From an optimization exercise on the open Yosys and OpenROAD flow, aimed at a short achievable clock period and few clock cycles; shortcuts taken in it are not production practice. In this exercise RTL edits were held to simulation tests only and were not proved equivalent to the original.

==> sierra <==
==> flow/design.v (excerpt) <==
module ws_core (
    input  wire        clk,
    input  wire        rst,           
    input  wire        cmd_valid,
    input  wire [7:0]  cmd,
    output wire        cmd_ready,
    output wire [7:0]  status,
    output wire [31:0] t_out,
    output wire [31:0] h_out,
    output wire [31:0] p_out,
    output reg         bus_req,
    output reg         bus_we,
    output reg  [7:0]  bus_addr,
    output reg  [3:0]  bus_len,
    output reg  [7:0]  bus_wdata,
    input  wire        bus_ack,
    input  wire        bus_fail,
    input  wire [63:0] bus_rdata
);
    localparam integer NSTG = 9;    
    localparam [1:0] E_NONE = 2'd0;
    localparam [1:0] E_ILL  = 2'd1;
    localparam [1:0] E_SEQ  = 2'd2;
    localparam [1:0] E_BUS  = 2'd3;
    localparam [4:0] TI_LAST_INIT = 5'd22;
    localparam [4:0] TI_TRIG      = 5'd23;
    localparam [4:0] TI_RAW       = 5'd24;
    reg        busy;
    reg        rdy;           
    reg        lc;
    reg        rvalid;
    reg        esticky;
    reg [1:0]  err;
    reg [4:0]  ti;            
    reg        last;          
    reg [20:0] txn;           
    reg        ld;            
    reg [4:0]  ldi;
    reg [NSTG-1:0] pv;        
    reg        slow;          
    reg [63:0] rdq;           
    assign cmd_ready = rdy;
    assign status    = {2'b00, err, esticky, rvalid, lc, busy};
    function [20:0] tx;       
        input [4:0] i;
        begin
            case (i)
                5'd0:  tx = {1'b1, 8'hF5, 4'd1, 8'h10};
                5'd1:  tx = {1'b1, 8'hF4, 4'd1, 8'h24};
  ...
clock: 60.0 ns
lec_check: 0
cap_margin: 20
core_margin: 2
core_utilization: 40
place_density: 0.55
slew_margin: 20
synth_hierarchical: 1
standard.sh (not shown) runs the stock make flow with config.mk's settings and CLKGATE_MAP_FILE= SYNTH_SCRIPT=/design/flow/synth_recipe.tcl, a recipe that flattens the netlist after the stock synthesis.
==> flow/flow/run.sh <==
#!/bin/bash
# The standard layout (standard.sh: standard synthesis, then ORFS through
# finish), with two changes to how the layout is optimised:
#  - repair_timing is asked for extra setup slack. The 60 ns clock is met
#    with a wide margin, so without this the resizer never works on the
#    critical paths. The SDC, clock period and IO constraints stay as given.
#  - the port buffers are buf_4 cells rather than the default delay buffers.
set -euo pipefail
export SETUP_SLACK_MARGIN=47
export BUFFER_PORTS_ARGS="-buffer_cell sky130_fd_sc_hd__buf_4"
bash standard.sh > standard.log 2>&1
==> tundra (differences from sierra) <==
--- a/flow/design.v
+++ b/flow/design.v
@@ -13,15 +13,15 @@
     output reg  [7:0]  bus_addr,
     output reg  [3:0]  bus_len,
     output reg  [7:0]  bus_wdata,
     input  wire        bus_ack,
     input  wire        bus_fail,
     input  wire [63:0] bus_rdata
 );
-    localparam integer NSTG = 9;    
+    localparam integer NSTG = 7;
     localparam [1:0] E_NONE = 2'd0;
     localparam [1:0] E_ILL  = 2'd1;
     localparam [1:0] E_SEQ  = 2'd2;
     localparam [1:0] E_BUS  = 2'd3;
     localparam [4:0] TI_LAST_INIT = 5'd22;
     localparam [4:0] TI_TRIG      = 5'd23;
     localparam [4:0] TI_RAW       = 5'd24;
@@ -33,15 +33,14 @@
     reg [1:0]  err;
     reg [4:0]  ti;            
     reg        last;          
     reg [20:0] txn;           
     reg        ld;            
     reg [4:0]  ldi;
     reg [NSTG-1:0] pv;        
-    reg        slow;          
     reg [63:0] rdq;           
     assign cmd_ready = rdy;
     assign status    = {2'b00, err, esticky, rvalid, lc, busy};
     function [20:0] tx;       
         input [4:0] i;
         begin
             case (i)
@@ -70,15 +69,15 @@
                 5'd22: tx = {1'b0, 8'hE7, 4'd1, 8'h00};
                 5'd23: tx = {1'b1, 8'hF4, 4'd1, 8'h25};
                 default: tx = {1'b0, 8'hF7, 4'd8, 8'h00};
             endcase
         end
     endfunction
     reg  s4_fast;             
-    wire done = s4_fast ? pv[5] : pv[8];
+    wire done = s4_fast ? pv[NSTG-2] : pv[NSTG-1];
     wire cmd_ok  = (cmd[7:2] == 6'd0) && (cmd[1] != cmd[0]);    
     wire accept  = cmd_ok && (cmd[1] == lc);
     wire advance = bus_req && bus_ack && !bus_fail;
     always @(posedge clk) begin
         rdq <= bus_rdata;
         if (rst) begin
             busy    <= 1'b0;
@@ -86,20 +85,15 @@
             lc      <= 1'b0;
             rvalid  <= 1'b0;
             esticky <= 1'b0;
             err     <= E_NONE;
             bus_req <= 1'b0;
             ld      <= 1'b0;
             pv      <= {NSTG{1'b0}};
-            slow    <= 1'b0;
         end else begin
-            if (pv[0])
-                slow <= 1'b0;
-            else if (pv[5] && !s4_fast)
-                slow <= 1'b1;
             ld  <= advance;
             pv  <= {pv[NSTG-2:0], advance && ti[4] && ti[3]};
             if (!busy) begin
                 if (cmd_valid) begin
                     if (accept) begin
                         busy    <= 1'b1;
                         rdy     <= 1'b0;
@@ -249,89 +243,75 @@
     end
     wire [16:0] p_d;
     ws_pdiv u_pd (.hh(s2_hh), .y(s2_y), .p1(cal_p1), .p3(cal_p3), .d(p_d));
     wire [31:0] p_p0;
     ws_pnum u_pn (.hh(s2_hh), .v2b(s2_v2b), .k(s2_k), .p4(cal_p4), .p6(cal_p6), .p0(p_p0));
     wire [17:0] h_e;
     ws_hum2 u_h2 (.b(s2_hb), .c(s2_hc), .h2(cal_h2), .e(h_e));
-    wire [31:0] p_n = p_p0[31] ? p_p0 : {p_p0[30:0], 1'b0};
-    wire [15:0] s_pd;         
-    wire        ld_pre;
     reg [16:0] s3_d;
     reg [31:0] s3_n;
-    reg [15:0] s3_r0;         
     reg        s3_nb;
     reg [17:0] s3_he;
     always @(posedge clk) begin
         s3_d  <= p_d;
-        s3_n  <= p_n;
-        s3_r0 <= ld_pre ? s_pd : {1'b0, p_n[31:17]};
+        s3_n  <= p_p0[31] ? p_p0 : {p_p0[30:0], 1'b0};
         s3_nb <= p_p0[31];
         s3_he <= h_e;
     end
     wire [239:0] m_hn;        
     wire [59:0]  m_lo;        
     ws_dmul u_dm (.d(s3_d[15:0]), .mhn(m_hn), .mlo(m_lo));
     wire d_neg  = s3_d[16];
     wire d_zero = (s3_d == 17'd0);
-    wire fast   = d_neg || d_zero || ({1'b0, s3_n[31:17]} < s3_d[15:0]);
-    reg  [14:0] pre_q;        
-    wire [15:0] rq16 = s3_r0;
-    wire [17:0] t16 = {1'b0, rq16, s3_n[16]} - {2'b00, s3_d[15:0]};
-    wire        q16 = !t16[17];
-    wire [15:0] r15 = q16 ? t16[15:0] : {rq16[14:0], s3_n[16]};
-    wire [19:0] qa, qb;
-    ws_dstepn u_qa (.r(r15),      .nib(s3_n[15:12]), .mhn(m_hn), .mlo(m_lo), .q(qa));
-    ws_dstepn u_qb (.r(qa[15:0]), .nib(s3_n[11:8]),  .mhn(m_hn), .mlo(m_lo), .q(qb));
-    wire [14:0] cc, cd; wire [59:0] lc_, ld_;
-    ws_dnib u_nc (.nib(s3_n[7:4]), .mlo(m_lo), .cin(cc), .lo(lc_));
-    ws_dnib u_nd (.nib(s3_n[3:0]), .mlo(m_lo), .cin(cd), .lo(ld_));
+    wire fast   = d_neg || d_zero || ({4'd0, s3_n[31:20]} < s3_d[15:0]);
+    wire [19:0] q0, q1, q2;
+    ws_dstepn u_q0 (.r(16'd0), .nib(s3_n[31:28]), .mhn(m_hn), .mlo(m_lo), .q(q0));
+    ws_dstepn u_q1 (.r(q0[15:0]), .nib(s3_n[27:24]), .mhn(m_hn), .mlo(m_lo), .q(q1));
+    ws_dstepn u_q2 (.r(q1[15:0]), .nib(s3_n[23:20]), .mhn(m_hn), .mlo(m_lo), .q(q2));
+    reg [15:0] pre_r;
+    reg [11:0] pre_q;
+    always @(posedge clk) begin
+        pre_r <= q2[15:0];
+        pre_q <= {q0[19:16], q1[19:16], q2[19:16]};
+    end
+    wire [15:0] r3 = fast ? {4'd0, s3_n[31:20]} : pre_r;
+    wire [19:0] q3, q4, q5;
+    ws_dstepn u_q3 (.r(r3), .nib(s3_n[19:16]), .mhn(m_hn), .mlo(m_lo), .q(q3));
+    ws_dstepn u_q4 (.r(q3[15:0]), .nib(s3_n[15:12]), .mhn(m_hn), .mlo(m_lo), .q(q4));
+    ws_dstepn u_q5 (.r(q4[15:0]), .nib(s3_n[11:8]), .mhn(m_hn), .mlo(m_lo), .q(q5));
+    wire [14:0] c6, c7; wire [59:0] l6, l7;
+    ws_dnib u_n6 (.nib(s3_n[7:4]), .mlo(m_lo), .cin(c6), .lo(l6));
+    ws_dnib u_n7 (.nib(s3_n[3:0]), .mlo(m_lo), .cin(c7), .lo(l7));
     reg [239:0] s4_mhn;
-    reg [59:0]  s4_mlo;
-    reg [14:0]  s4_cc, s4_cd;
-    reg [59:0]  s4_lc, s4_ld;
+    reg [14:0]  s4_c6, s4_c7;
+    reg [59:0]  s4_l6, s4_l7;
     reg [23:0]  s4_qh;        
     reg [15:0]  s4_r;
     reg         s4_big;       
     reg         s4_neg;
     reg         s4_zero;
     always @(posedge clk) begin
         s4_mhn  <= m_hn;
-        s4_mlo  <= m_lo;
-        s4_cc   <= cc;
-        s4_cd   <= cd;
-        s4_lc   <= lc_;
-        s4_ld   <= ld_;
-        s4_qh   <= {fast ? 15'd0 : pre_q, q16, qa[19:16], qb[19:16]};
-        s4_r    <= qb[15:0];
+        s4_c6   <= c6;
+        s4_c7   <= c7;
+        s4_l6   <= l6;
+        s4_l7   <= l7;
+        s4_qh   <= {fast ? 12'd0 : pre_q, q3[19:16], q4[19:16], q5[19:16]};
+        s4_r    <= q5[15:0];
         s4_big  <= (s3_n[31:16] == 16'hFFFF) && (s3_n[15:0] >= s3_d[15:0]);
         s4_neg  <= d_neg;
         s4_zero <= d_zero;
         s4_fast <= fast;
     end
-    wire [19:0] pa, pb, pc, pd;
-    reg  [15:0] pre_r1;
-    reg  [7:0]  pre_q1;
-    ws_dstepn u_sa (.r(16'd0),    .nib({1'b0, s3_n[31:29]}), .mhn(s4_mhn), .mlo(s4_mlo), .q(pa));
-    ws_dstepn u_sb (.r(pa[15:0]), .nib(s3_n[28:25]),         .mhn(s4_mhn), .mlo(s4_mlo), .q(pb));
-    ws_dstepn u_sc (.r(pre_r1),   .nib(s3_n[24:21]),         .mhn(s4_mhn), .mlo(s4_mlo), .q(pc));
-    ws_dstepn u_sd (.r(pc[15:0]), .nib(s3_n[20:17]),         .mhn(s4_mhn), .mlo(s4_mlo), .q(pd));
-    always @(posedge clk) begin
-        pre_r1 <= pb[15:0];
-        pre_q1 <= {pa[19:16], pb[19:16]};
-        pre_q  <= {pre_q1[6:0], pc[19:16], pd[19:16]};
-    end
-    assign s_pd   = pd[15:0];
-    assign ld_pre = slow || (pv[5] && !s4_fast);
-    wire [19:0] qc, qd;
-    ws_dstep u_qc (.r(s4_r),      .nib(s3_n[7:4]), .mhn(s4_mhn), .cin(s4_cc), .lo(s4_lc), .q(qc));
-    ws_dstep u_qd (.r(qc[15:0]),  .nib(s3_n[3:0]), .mhn(s4_mhn), .cin(s4_cd), .lo(s4_ld), .q(qd));
+    wire [19:0] q6, q7;
+    ws_dstep u_q6 (.r(s4_r), .nib(s3_n[7:4]), .mhn(s4_mhn), .cin(s4_c6), .lo(s4_l6), .q(q6));
+    ws_dstep u_q7 (.r(q6[15:0]), .nib(s3_n[3:0]), .mhn(s4_mhn), .cin(s4_c7), .lo(s4_l7), .q(q7));
     wire [31:0] p_p;
     wire [18:0] p_s;
-    ws_psq u_ps (.qh(s4_qh), .ql({qc[19:16], qd[19:16]}), .nb(s3_nb), .neg(s4_neg), .big(s4_big),
+    ws_psq u_ps (.qh(s4_qh), .ql({q6[19:16], q7[19:16]}), .nb(s3_nb), .neg(s4_neg), .big(s4_big),
                  .p(p_p), .s(p_s));
     reg [31:0] s5_p;
     reg [18:0] s5_s;
     always @(posedge clk) begin
         s5_p <= p_p;
         s5_s <= p_s;
     end
@@ -347,19 +327,24 @@
         s4_hqq <= h_qq;
     end
     wire [31:0] h_fin;
     ws_hum4 u_h4 (.v(s4_hv), .qq(s4_hqq), .h1(cal_h1), .hout(h_fin));
     reg [31:0] s5_h;
     always @(posedge clk)
         s5_h <= h_fin;
-    reg [31:0] p_res;
-    always @(posedge clk)
-        p_res <= s4_zero ? 32'd0 : p_fin;
-    assign t_out = s2_t;
-    assign h_out = s5_h;
+    reg [31:0] t_res, h_res, p_res;
+    always @(posedge clk) begin
+        if (done) begin
+            t_res <= s2_t;
+            h_res <= s5_h;
+            p_res <= s4_zero ? 32'd0 : p_fin;
+        end
+    end
+    assign t_out = t_res;
+    assign h_out = h_res;
     assign p_out = p_res;
 endmodule
 module ws_temp (
     input  wire [19:0] adc,
     input  wire [15:0] t1, t2, t3,
     output wire [20:0] var1,
     output wire [28:0] vlo,       
@@ -533,17 +518,17 @@
     wire [15:0]  ge;
     wire [255:0] rem;
     assign ge[0]     = 1'b1;
     assign rem[15:0] = {r[11:0], nib};
     genvar j;
     generate
         for (j = 1; j < 16; j = j + 1) begin : g_c
-            wire [17:0] s = {1'b0, r, 1'b1} + {1'b0, mhn[16*j-1 -: 16], cin[j-1]};
-            assign ge[j] = s[17];
-            assign rem[16*j +: 16] = {s[12:1], lo[4*j-1 -: 4]};
+            wire [16:0] s = {1'b0, r} + {1'b0, mhn[16*j-1 -: 16]} + {16'd0, cin[j-1]};
+            assign ge[j] = s[16];
+            assign rem[16*j +: 16] = {s[11:0], lo[4*j-1 -: 4]};
         end
     endgenerate
     reg [15:0] res;
     reg [3:0]  dig;
     integer k;
     always @(*) begin
         res = 16'd0;
@@ -572,18 +557,18 @@
     assign ge[0]  = 1'b1;
     assign rem[15:0] = {r[11:0], nib};
     genvar j;
     generate
         for (j = 1; j < 16; j = j + 1) begin : g_c
             wire [3:0]  ml  = mlo[4*j-1 -: 4];
             wire        cin = (nib >= ml);
-            wire [3:0]  lo  = nib - ml;
-            wire [17:0] s   = {1'b0, r, 1'b1} + {1'b0, mhn[16*j-1 -: 16], cin};
-            assign ge[j]  = s[17];
-            assign rem[16*j +: 16] = {s[12:1], lo};
+            wire [4:0]  lo  = {1'b0, nib} - {1'b0, ml};
+            wire [16:0] s   = {1'b0, r} + {1'b0, mhn[16*j-1 -: 16]} + {16'd0, cin};
+            assign ge[j]  = s[16];
+            assign rem[16*j +: 16] = {s[11:0], lo[3:0]};
         end
     endgenerate
     reg [15:0] res;
     reg [3:0]  dig;
     integer k;
     always @(*) begin
         res = 16'd0;
==> metrics.md <==
| Metric | Value |
|---|---|
| Outcome | `no timing/DRC/antenna violations` |
| Final clock-cell share | `0.0172` |
| Share of cells above drive strength 1 | `0.0818` |
| DRT Wirelength | `1640000 µm` |
| Met1 usage | `0.433` |
| Place WS | `44630 ps` |
| Fraction of area in registers | `0.0801` |
| Worst hold slack | `328 ps` |
| Largest net degree at the start of global routing | `84` |
(the above is from sierra)
==> metrics.md <==
| Metric | Value |
|---|---|
| Outcome | `no timing/DRC/antenna violations` |
| DRT Wirelength | `1370000 µm` |
| Fraction of area in multi-input gates | `0.751` |
| Met1 usage | `0.386` |
| Fraction of area in registers | `0.0803` |
| Largest net degree at the start of global routing | `61` |
| Final clock-cell share | `0.0165` |
| Worst hold slack | `343 ps` |
| Place WS | `42880 ps` |
(the above is from tundra)
Testbench counts of sierra, summed over its fixed seeds: cycles 12,336.
Testbench counts of tundra, summed over its fixed seeds: cycles 12,336.

-- what the ideal ports hide --
No port has a modelled driver above. Below, the same layouts with a new extraction and two added sets of constraints.
Step 1 assumes that a clkbuf_16 drives the clock port and a buf_2 every other input.
Step 2 adds t to the input delays and takes it off the output delays; t is the mean of the earliest and latest rising clock arrival at the registers after step 1. Input paths then give back, and output paths get back, about the clock's delay inside the block.
a / b / c = ideal ports / drivers / drivers and shift; a / b = the first two.
run | shift t [ns] | slack for setup (ns) | hold slack, ns | worst register clock-pin slew, ns | pins driven straight from the clock port
sierra | 1.142 | 46.300 / 46.117 / 46.049 | 0.328 / 0.328 / 0.328 | 0.09 / 0.09 | 1
tundra | 1.080 | 46.444 / 46.287 / 46.771 | 0.343 / 0.343 / 0.343 | 0.08 / 0.08 | 1
After both steps setup and hold are still met in every run listed. For sierra, which loses most, drivers alone change the setup slack by -0.183 ns; drivers and shift together by -0.251 ns.
